What follows belongs to an exercise in optimizing a design on an open flow for small area; a production flow would make more cautious choices.
In this exercise RTL edits were held to simulation tests only and were not proved equivalent to the original.
Power figures rest on the tool's default switching activity, not on a simulated workload.

`flow/design.v`:
```
module irps_decoder #(
    parameter [31:0] LEADER_LO = 32'd4200,
    parameter [31:0] LEADER_HI = 32'd4700,
    parameter [31:0] REPEAT_LO = 32'd2000,
    parameter [31:0] REPEAT_HI = 32'd3000,
    parameter [31:0] ONE_LO    = 32'd1400,
    parameter [31:0] ONE_HI    = 32'd1800,
    parameter [31:0] ZERO_LO   = 32'd300,
    parameter [31:0] ZERO_HI   = 32'd800
) (
    input  wire        clk,
    input  wire        rst,         
    input  wire        us_tick,     
    input  wire        edge_ev,     
    input  wire        edge_fall,   
    input  wire        ms_tick,     
    input  wire        key_rd,      
    output reg  [1:0]  key_kind,
    output reg  [7:0]  key_raw,
    output reg         key_aok,
    output reg         key_cok,
    output reg  [31:0] snap_press,
    output reg  [31:0] snap_seq,
    output reg  [31:0] snap_age
);
    localparam [1:0] IDLE    = 2'd0;
    localparam [1:0] LEADER  = 2'd1;
    localparam [1:0] COLLECT = 2'd2;
    localparam [1:0] KIND_NONE    = 2'd0;
    localparam [1:0] KIND_VALID   = 2'd1;
    localparam [1:0] KIND_INVALID = 2'd2;
    reg [31:0] cap_cnt;
    reg [1:0]  phase;
    reg [7:0]  bit_count;
    reg [31:0] shift_reg;
    reg        repeat_armed;
    reg [31:0] since_last_ms;
    reg [31:0] key_press;
    reg [31:0] pub_seq;
    wire [31:0] d = cap_cnt;
    wire is_leader = (d >= LEADER_LO) && (d <= LEADER_HI);
    wire is_repeat = (d >= REPEAT_LO) && (d <= REPEAT_HI);
    wire is_one    = (d >= ONE_LO)    && (d <= ONE_HI);
    wire is_zero   = (d >= ZERO_LO)   && (d <= ZERO_HI);
    wire [31:0] word = {is_one, shift_reg[30:0]};
    wire addr_ok = (word[7:0]   == ~word[15:8]);
    wire cmd_ok  = (word[23:16] == ~word[31:24]);
    always @(posedge clk) begin
        if (rst) begin
            cap_cnt       <= 32'hFFFFFFFF;
            phase         <= IDLE;
            bit_count     <= 8'd0;
            shift_reg     <= 32'd0;
            repeat_armed  <= 1'b0;
            since_last_ms <= 32'hFFFFFFFF;
            key_kind      <= KIND_NONE;
            key_raw       <= 8'd0;
            key_aok       <= 1'b0;
            key_cok       <= 1'b0;
            key_press     <= 32'd0;
            pub_seq       <= 32'd0;
            snap_press    <= 32'd0;
            snap_seq      <= 32'd0;
            snap_age      <= 32'hFFFFFFFF;
        end else if (us_tick) begin
            if (cap_cnt != 32'hFFFFFFFF)
                cap_cnt <= cap_cnt + 32'd1;
        end else if (ms_tick) begin
            if (since_last_ms != 32'hFFFFFFFF)
                since_last_ms <= since_last_ms + 32'd1;
        end else if (key_rd) begin
            snap_press <= key_press;
            snap_seq   <= pub_seq;
            snap_age   <= since_last_ms;
        end else if (edge_ev) begin
            cap_cnt <= 32'd0;
            if (edge_fall) begin
                if (phase == IDLE) begin
                    if (is_leader) begin
                        phase        <= LEADER;
                        bit_count    <= 8'd0;
                        shift_reg    <= 32'd0;
                        repeat_armed <= 1'b0;
                    end else if (is_repeat && repeat_armed) begin
                        if (key_press != 32'hFFFFFFFF)
                            key_press <= key_press + 32'd1;
                        pub_seq       <= pub_seq + 32'd1;
                        since_last_ms <= 32'd0;
                    end
                end else if (is_zero || is_one) begin
                    if (bit_count == 8'd31) begin
                        if (addr_ok && cmd_ok) begin
                            key_kind     <= KIND_VALID;
                            key_raw      <= word[23:16];
                            key_press    <= 32'd1;
                            repeat_armed <= 1'b1;
                        end else begin
                            key_kind     <= KIND_INVALID;
                            key_raw      <= 8'd0;
                            key_press    <= 32'd0;
                            repeat_armed <= 1'b0;
                        end
                        key_aok       <= addr_ok;
                        key_cok       <= cmd_ok;
                        pub_seq       <= pub_seq + 32'd1;
                        since_last_ms <= 32'd0;
                        phase         <= IDLE;
                        bit_count     <= 8'd0;
                        shift_reg     <= 32'd0;
                    end else begin
                        shift_reg[bit_count[4:0]] <= is_one;
                        bit_count <= bit_count + 8'd1;
                        phase     <= COLLECT;
                    end
                end else begin
                    phase     <= IDLE;
                    bit_count <= 8'd0;
                    shift_reg <= 32'd0;
                end
            end
        end
    end
endmodule
module irps_sequencer #(
    parameter N_CH = 3            
) (
    input  wire            clk,
    input  wire            rst,          
    input  wire            arg_we,       
    input  wire            cmd_we,       
    input  wire            status_we,    
    input  wire [31:0]     wdata,
    input  wire            pulse_done,   
    input  wire [3:0]      pd_src,
    output reg  [31:0]     arg,
    output wire [32*N_CH-1:0] pend_flat,
    output reg  [N_CH-1:0] dir,
    output reg  [N_CH-1:0] dir_out,
    output reg  [N_CH-1:0] done,
    output reg             active_v,
    output reg  [2:0]      active_idx,
    output reg             mode,
    output reg             err,
    output reg             err_ovf,
    output reg  [3:0]      err_code,
    output reg  [3:0]      err_ch,
    output reg  [3:0]      err_op
);
    localparam [3:0] OP_NOP     = 4'h0;
    localparam [3:0] OP_PROGRAM = 4'h1;
    localparam [3:0] OP_START   = 4'h2;
    localparam [3:0] OP_ABORT   = 4'h3;
    localparam [3:0] E_PROG_BUSY   = 4'd1;
    localparam [3:0] E_START_BUSY  = 4'd2;
    localparam [3:0] E_START_OTHER = 4'd3;
    localparam [3:0] E_BAD_CH      = 4'd4;
    localparam [3:0] E_BAD_OP      = 4'd5;
    reg [31:0] pend [0:N_CH-1];
    genvar g;
    generate
        for (g = 0; g < N_CH; g = g + 1) begin : g_pend
            assign pend_flat[32*g +: 32] = pend[g];
        end
    endgenerate
    wire [3:0] op    = wdata[3:0];
    wire [3:0] ch    = wdata[7:4];
    wire       w_dir = wdata[8];
    wire       w_mode = wdata[9];
    wire       ch_ok = (ch < N_CH);
    wire [2:0] chi   = ch[2:0];
    wire       ch_busy = active_v && (active_idx == chi);
    wire        pd_hit  = active_v && ({1'b0, active_idx} == pd_src) && (pd_src < N_CH);
    wire [31:0] pd_next = pend[active_idx] - 32'd1;
    reg        succ_v;
    reg [2:0]  succ_idx;
    integer i;
    always @(*) begin
        succ_v   = 1'b0;
        succ_idx = 3'd0;
        for (i = N_CH - 1; i >= 0; i = i - 1) begin
            if (i > active_idx && pend[i] != 32'd0) begin
                succ_v   = 1'b1;
                succ_idx = i[2:0];
            end
        end
    end
    reg       cmd_err;
    reg [3:0] cmd_err_code;
    always @(*) begin
        cmd_err      = 1'b0;
        cmd_err_code = 4'd0;
        if (op > OP_ABORT) begin
            cmd_err = 1'b1; cmd_err_code = E_BAD_OP;
        end else if (op != OP_NOP) begin
            if (!ch_ok) begin
                cmd_err = 1'b1; cmd_err_code = E_BAD_CH;
            end else if (op == OP_PROGRAM && ch_busy) begin
                cmd_err = 1'b1; cmd_err_code = E_PROG_BUSY;
            end else if (op == OP_START && ch_busy) begin
                cmd_err = 1'b1; cmd_err_code = E_START_BUSY;
            end else if (op == OP_START && pend[chi] != 32'd0 && active_v) begin
                cmd_err = 1'b1; cmd_err_code = E_START_OTHER;
            end
        end
    end
    integer c;
    always @(posedge clk) begin
        if (rst) begin
            for (c = 0; c < N_CH; c = c + 1)
                pend[c] <= 32'd0;
            arg        <= 32'd0;
            dir        <= {N_CH{1'b0}};
            dir_out    <= {N_CH{1'b0}};
            done       <= {N_CH{1'b0}};
            active_v   <= 1'b0;
            active_idx <= 3'd0;
            mode       <= 1'b0;
            err        <= 1'b0;
            err_ovf    <= 1'b0;
            err_code   <= 4'd0;
            err_ch     <= 4'd0;
            err_op     <= 4'd0;
        end else if (arg_we) begin
            arg <= wdata;
        end else if (status_we) begin
            done <= done & ~wdata[8 +: N_CH];
            if (wdata[24]) begin
                err      <= 1'b0;
                err_ovf  <= 1'b0;
                err_code <= 4'd0;
                err_ch   <= 4'd0;
                err_op   <= 4'd0;
            end
        end else if (cmd_we) begin
            if (cmd_err) begin
                if (!err) begin
                    err      <= 1'b1;
                    err_code <= cmd_err_code;
                    err_ch   <= ch;
                    err_op   <= op;
                end else begin
                    err_ovf  <= 1'b1;
                end
            end else if (ch_ok) begin
                case (op)
                    OP_PROGRAM: begin
                        pend[chi] <= arg;
                        dir[chi]  <= w_dir;
                    end
                    OP_START: begin
                        if (pend[chi] == 32'd0) begin
                            done[chi] <= 1'b1;
                        end else begin
                            active_v     <= 1'b1;
                            active_idx   <= chi;
                            mode         <= w_mode;
                            dir_out[chi] <= dir[chi];
                            done[chi]    <= 1'b0;
                        end
                    end
                    OP_ABORT: begin
                        if (ch_busy) begin
                            active_v   <= 1'b0;
                            active_idx <= 3'd0;
                        end
                        pend[chi] <= 32'd0;
                    end
                    default: ;  
                endcase
            end
        end else if (pulse_done) begin
            if (pd_hit) begin
                pend[active_idx] <= pd_next;
                if (pd_next == 32'd0) begin
                    done[active_idx] <= 1'b1;
                    if (mode && succ_v) begin
                        active_idx        <= succ_idx;
                        dir_out[succ_idx] <= dir[succ_idx];
                        done[succ_idx]    <= 1'b0;
                    end else begin
                        active_v   <= 1'b0;
                        active_idx <= 3'd0;
                    end
                end
            end
        end
    end
endmodule
module irps (
    input  wire        clk,
    input  wire        rst,         
    input  wire        ev_valid,
    input  wire [3:0]  ev_kind,     
    input  wire [9:0]  ev_arg,
    input  wire [31:0] ev_wdata,
    output reg         rsp_valid,
    output reg         rsp_err,
    output reg  [31:0] rsp_rdata,
    output wire [2:0]  ch_en,
    output wire [2:0]  dir_out,
    output wire        err_out
);
    localparam N_CH = 3;
    localparam [3:0] K_RESET  = 4'd0;
    localparam [3:0] K_US     = 4'd1;
    localparam [3:0] K_EDGE   = 4'd2;
    localparam [3:0] K_MS     = 4'd3;
    localparam [3:0] K_PDONE  = 4'd4;
    localparam [3:0] K_BUS_RD = 4'd5;
    localparam [3:0] K_BUS_WR = 4'd6;
    wire ev_reset = ev_valid && (ev_kind == K_RESET);
    wire ev_us    = ev_valid && (ev_kind == K_US);
    wire ev_edge  = ev_valid && (ev_kind == K_EDGE);
    wire ev_ms    = ev_valid && (ev_kind == K_MS);
    wire ev_pdone = ev_valid && (ev_kind == K_PDONE);
    wire ev_rd    = ev_valid && (ev_kind == K_BUS_RD);
    wire ev_wr    = ev_valid && (ev_kind == K_BUS_WR);
    wire ev_bus   = ev_rd || ev_wr;
    wire srst = rst || ev_reset;
    wire [7:0] off    = {1'b0, ev_arg[6:0]};
    wire       bad    = (ev_arg[9:8] != 2'd2) || (ev_arg[1:0] != 2'b00) || ev_arg[7];
    wire       acc_rd = ev_rd && !bad;
    wire       acc_wr = ev_wr && !bad;
    wire [1:0]  key_kind;
    wire [7:0]  key_raw;
    wire        key_aok, key_cok;
    wire [31:0] snap_press, snap_seq, snap_age;
    irps_decoder u_dec (
        .clk        (clk),
        .rst        (srst),
        .us_tick    (ev_us),
        .edge_ev    (ev_edge),
        .edge_fall  (ev_arg[0]),
        .ms_tick    (ev_ms),
        .key_rd     (acc_rd && off == 8'h00),
        .key_kind   (key_kind),
        .key_raw    (key_raw),
        .key_aok    (key_aok),
        .key_cok    (key_cok),
        .snap_press (snap_press),
        .snap_seq   (snap_seq),
        .snap_age   (snap_age)
    );
    wire [31:0]        arg;
    wire [32*N_CH-1:0] pend_flat;
    wire [N_CH-1:0]    dir, dir_o, done;
    wire               active_v, mode, err, err_ovf;
    wire [2:0]         active_idx;
    wire [3:0]         err_code, err_ch, err_op;
    irps_sequencer #(.N_CH(N_CH)) u_seq (
        .clk        (clk),
        .rst        (srst),
        .arg_we     (acc_wr && off == 8'h20),
        .cmd_we     (acc_wr && off == 8'h24),
        .status_we  (acc_wr && off == 8'h28),
        .wdata      (ev_wdata),
        .pulse_done (ev_pdone),
        .pd_src     (ev_arg[3:0]),
        .arg        (arg),
        .pend_flat  (pend_flat),
        .dir        (dir),
        .dir_out    (dir_o),
        .done       (done),
        .active_v   (active_v),
        .active_idx (active_idx),
        .mode       (mode),
        .err        (err),
        .err_ovf    (err_ovf),
        .err_code   (err_code),
        .err_ch     (err_ch),
        .err_op     (err_op)
    );
    reg [N_CH-1:0] busy;
    integer b;
    always @(*) begin
        for (b = 0; b < N_CH; b = b + 1)
            busy[b] = active_v && (active_idx == b);
    end
    assign ch_en   = busy;
    assign dir_out = dir_o;
    assign err_out = err;
    reg [31:0] rdata;
    always @(*) begin
        rdata = 32'd0;
        case (off)
            8'h00: rdata = {20'd0, key_kind, key_cok, key_aok, key_raw};
            8'h04: rdata = snap_press;
            8'h08: rdata = snap_seq;
            8'h0C: rdata = snap_age;
            8'h20: rdata = arg;
            8'h28: rdata = {6'd0, err_ovf, err, 3'd0, active_idx, active_v, mode,
                            {(8-N_CH){1'b0}}, done, {(8-N_CH){1'b0}}, busy};
            8'h2C: rdata = {20'd0, err_op, err_ch, err_code};
            8'h30: rdata = {16'd0, {(8-N_CH){1'b0}}, dir_o, {(8-N_CH){1'b0}}, dir};
            8'h40: rdata = pend_flat[31:0];
            8'h44: rdata = pend_flat[63:32];
            8'h48: rdata = pend_flat[95:64];
            default: rdata = 32'd0;
        endcase
    end
    always @(posedge clk) begin
        if (rst) begin
            rsp_valid <= 1'b0;
            rsp_err   <= 1'b0;
            rsp_rdata <= 32'd0;
        end else begin
            rsp_valid <= ev_bus;
            rsp_err   <= ev_bus && bad;
            rsp_rdata <= (acc_rd) ? rdata : 32'd0;
        end
    end
endmodule
```
`flow/run.sh`:
```
#!/bin/bash
# synth_recipe.tcl (not shown) runs the flow's synth.tcl, then flattens the netlist and writes it again
# the make line also repeats each setting of config.mk as NAME=value (left out here)
make -C /OpenROAD-flow-scripts/flow DESIGN_CONFIG=/design/flow/config.mk WORK_HOME=/design/flow/orfs CLKGATE_MAP_FILE= SYNTH_SCRIPT=/design/flow/synth_recipe.tcl finish
```
`flow/config.mk`:
```
export PLATFORM = sky130hd
export DESIGN_NAME = irps
export DESIGN_NICKNAME = irps
export VERILOG_FILES = /design/flow/design.v
export SDC_FILE = /design/flow/constraint.sdc
export NUM_CORES = 4
export LEC_CHECK = 0
export CAP_MARGIN = 20
export CORE_MARGIN = 2
export CORE_UTILIZATION = 40
export SLEW_MARGIN = 20
```
`flow/constraint.sdc`:
```
create_clock -name core_clock -period 8.0 [get_ports {clk}]
set_input_delay 1.6000 -clock core_clock [delete_from_list [all_inputs] [get_ports {clk}]]
set_output_delay 1.6000 -clock core_clock [all_outputs]
set_load 0.01 [all_outputs]
```
==> results by group <==
Job
  – MaxCap Viol Count: 0

Die
  – Core area: 60200 sq um
  – # rows: 90
  – Die area: 62900 sq um
  – Chip Height: 251 um
  – Chip width: 251 um
  – # IOs: 90
  – Starting Density: 0.404

Logic synthesis
  – Top cells by area, synth: dfxtp_1 31%, edfxtp_1 16%, nand2_1 6.1%
  – Post-synth top cells: 395 x nand2_1, 373 x dfxtp_1, 306 x nor2_1, 231 x a21oi_1, 163 x clkbuf_1
  – Synth Area per Inst: 8.80 sq um
  – Most frequent cell after synthesis: nand2_1
  – Synth Register Bits: 501
  – Post-synthesis cell type count: 87
  – Synthesized net count: 2841
  – Area leader, netlist: dfxtp_1
  – Main flop type after synthesis: dfxtp_1
  – Seq/Total Area, Yosys: 0.464
  – Async set-or-reset flop fraction in the synthesized netlist: 0
  – Ys Warns: 3
  – Mapped Cells: 2769
  – Synth Cell Area: 24400 sq um
  – Number of enable flip-flop cells after synthesis: 128
  – Yosys top cell area share: 0.307

Detailed routing
  – Final WL: 85000 um
  – Antenna viol nets, final: 0
  – DRC: 0
  – DR pass1 iterations: 7
  – Routed length per instance: 23.6 um
  – Via count: 21800
  – Vias/cell: 6.04
  – DRT iter0 DRCs: 2495

Clock tree
  – Clk sink count: 501
  – Bufs on Longest Clock Path: 3
  – # H-tree levels: 2
  – Num CTS Buffers: 56
  – Clock insertion delay at the later pin of the skew report: 0.63 ns
  – CTS tree: done
  – Hold_buf cts: 0
  – Clk slew on worst S/H paths: 0.06 ns
  – PostCTS Resize Cnt: 0
  – CTS Root Cell: clkbuf_16
  – # Post-CTS Setup Buffers: 0

STA
  – Total negative slack: 0 ns
  – Slew HR: 0.256
  – Final Cycle Share: 0.717
  – Clock Skew: 0.0275 ns
  – FMAX: 174 MHz
  – Final Max Slew Viols: 0
  – Setup ws final: 2.26 ns
  – Final hold vios: 0
  – Final min period: 5.74 ns
  – Final Setup Violations: 0
  – Slew @ Worst Pin: 1.11 ns
  – RSZ-0062 raised after global routing: no

Critical path
  – Largest stage delay, worst path: 0.88 ns
  – Crit Path Category: in -> reg
  – Most used cell, CP: buf_4
  – Critical path data arrival time: 6.09 ns
  – CP cell instances: clkdlybuf4s50_1 -> nor3b_1 -> a21o_4 -> nor3_2 -> buf_4 -> a21oi_2 -> buf_4 -> o21ai_1 -> o21ai_2 -> buf_4 -> nand2_1 -> buf_4
  – CP required: 8.35 ns
  – CP Launch Type: primary input
  – Crit path max fanout: 63
  – Setup crit end kind: flop
  – Slowest CP cell: nor3b_1

Pwr
  – Pleak: 9.59 nW
  – Pwr/cell area: 206 nW/um^2
  – VDD IR-drop max: 0.171 mV

Layout
  – Antenna Cells: 0
  – Share of cells above drive strength 1: 0.0769
  – Filler cells: 5738
  – Most flop-heavy register: u_seq.pend
  – Area Overhead vs Synth: 14.7%
  – Largest register FFs: 128
  – NumNets Final: 2847

GRT
  – Largest net degree at the start of global routing: 100
  – Initial antenna violation count: 1
  – Vias in the first global route: 20300
  – Overflow after GRT: 0
  – First-pass GRT wire length: 128000 um
  – Total track usage: 0.265

Placed design
  – Detailed Place HPWL: 61900 um
  – Placer Congestion: 0.976
  – I/O Buffers: 89
  – Pre-CTS setup slack: 1.70 ns

Worst hold path
  – Hold WC Path Type: reg -> reg

Status
  – Status: finished clean
## final timing paths
check	start	depth (start not counted)	slack [ns]	to
worst max register to register	flop	11	2.67	flop
worst min-delay path	u_dec.snap_seq[6]$_SDFFE_PP0P_	2	0.45	u_dec.snap_seq[6]$_SDFFE_PP0P_
worst max-delay path	ev_valid	12	2.26	u_seq.pend[1][27]$_SDFFCE_PN0P_
worst min register to register	u_dec.snap_seq[6]$_SDFFE_PP0P_	2	0.45	u_dec.snap_seq[6]$_SDFFE_PP0P_
## worst max-delay path, delay by kind of cell
family,cells,cell delay [ns]
AND/OR/NAND/NOR,3,1.41
AO/OA/AOI/OAI,4,1.17
buffers and inverters,5,1.84
## power by group
group | internal [mW] | total, mW | switching [mW] | leakage, nW
sequential | 2.62 | 2.68 | 0.0532 | 4.22
combinational | 0.0944 | 0.254 | 0.159 | 4.37
clock | 1.71 | 2.81 | 1.11 | 0.996
## cell type report
cell class / count / area, sq um / area share
timing repair buffer: 129 / 1200 / 0.0431
sequential: 501 / 11300 / 0.405
tap: 782 / 978 / 0.0350
clock buffer: 80 / 1660 / 0.0594
clock inverter: 26 / 367 / 0.0131
inverter: 79 / 297 / 0.0106
multi-input combinational: 2008 / 12100 / 0.434
## metal layers
metal / global-route usage / part of all wire / up-vias
li1: - / - / 9927
met1: 0.383 / 0.44 / 10700
met2: 0.393 / 0.43 / 1027
met3: 0.0579 / 0.096 / 158
met4: 0.0874 / 0.034 / 0
met5: 0 / 0 / -
## cell usage in the layout (no fill, tap or decap), types with 8 or more instances in the layout
master	n
clkbuf_8	10
a21oi_1	229
a22oi_1	50
o21ai_0	127
and3_1	25
nand2_1	393
nor2b_1	8
nor3b_1	8
o211ai_1	16
a221oi_1	40
nor3_1	52
dfxtp_1	372
or2_2	9
a22o_1	8
bufinv_16	8
nor2_1	305
mux4_2	26
clkbuf_1	8
and2_1	19
ha_1	23
xnor2_1	80
nand2b_1	12
and4_1	13
nor4_1	63
or3_1	27
inv_1	79
clkbuf_16	59
buf_4	38
xor2_1	84
a222oi_1	20
nand4_1	34
clkdlybuf4s50_1	88
edfxtp_1	128
clkinv_2	9
a31oi_1	37
mux2i_1	43
nand3_1	116
## per-stage QoR
stage          cells  cell area [sq um]  power, mW  hold slack (ns)   util
2_1_floorplan   2769              24400       2.87            0.431      -
3_3_place_gp    3497              25900       2.97            0.442  0.430
3_5_place_dp    3497              25900       2.98            0.448  0.430
4_1_cts         3603              27900       5.77            0.456  0.463
5_1_grt         3605              27900       5.90            0.467  0.464
6_report        3605              27900       5.74            0.455  0.464
## logic make-up (layout without fill, tap and decap cells)
group | Yosys count | in the layout | share of synthesized area
adder cells (fa/ha/maj) | 23 | 23 | 0.0118
AO/OA/AOI/OAI | 599 | 599 | 0.152
XOR/XNOR | 164 | 164 | 0.0590
flip-flops | 501 | 501 | 0.464
AND/OR/NAND/NOR | 1140 | 1140 | 0.219
buffers and inverters | 260 | 314 | 0.0416
multiplexers | 82 | 82 | 0.0514

[what the ideal ports hide]
The flow's constraints put no driver on any port. The routed layout listed below was extracted and timed again, unchanged, in two steps. Step 1, drivers: a clkbuf_16 drives clk and a buf_2 each remaining input, both assumed. Step 2 moves the port delays by t, midway between the first and last clock arrival at a register: inputs arrive t later, outputs are due t later. That takes back most of the time a late clock gives input paths. Slacks: ideal / step 1 / step 2; pairs: ideal / step 1.
shift t [ns]: 0.681
slack for setup (ns): 2.261 / 2.300 / 1.618
hold slack, ns: 0.455 / 0.455 / 0.455
slew at the worst register clock pin (ns): 0.07 / 0.07
After both steps this run still meets setup and hold. The setup slack of this run moves by +0.039 ns with the drivers and by -0.643 ns with both steps.
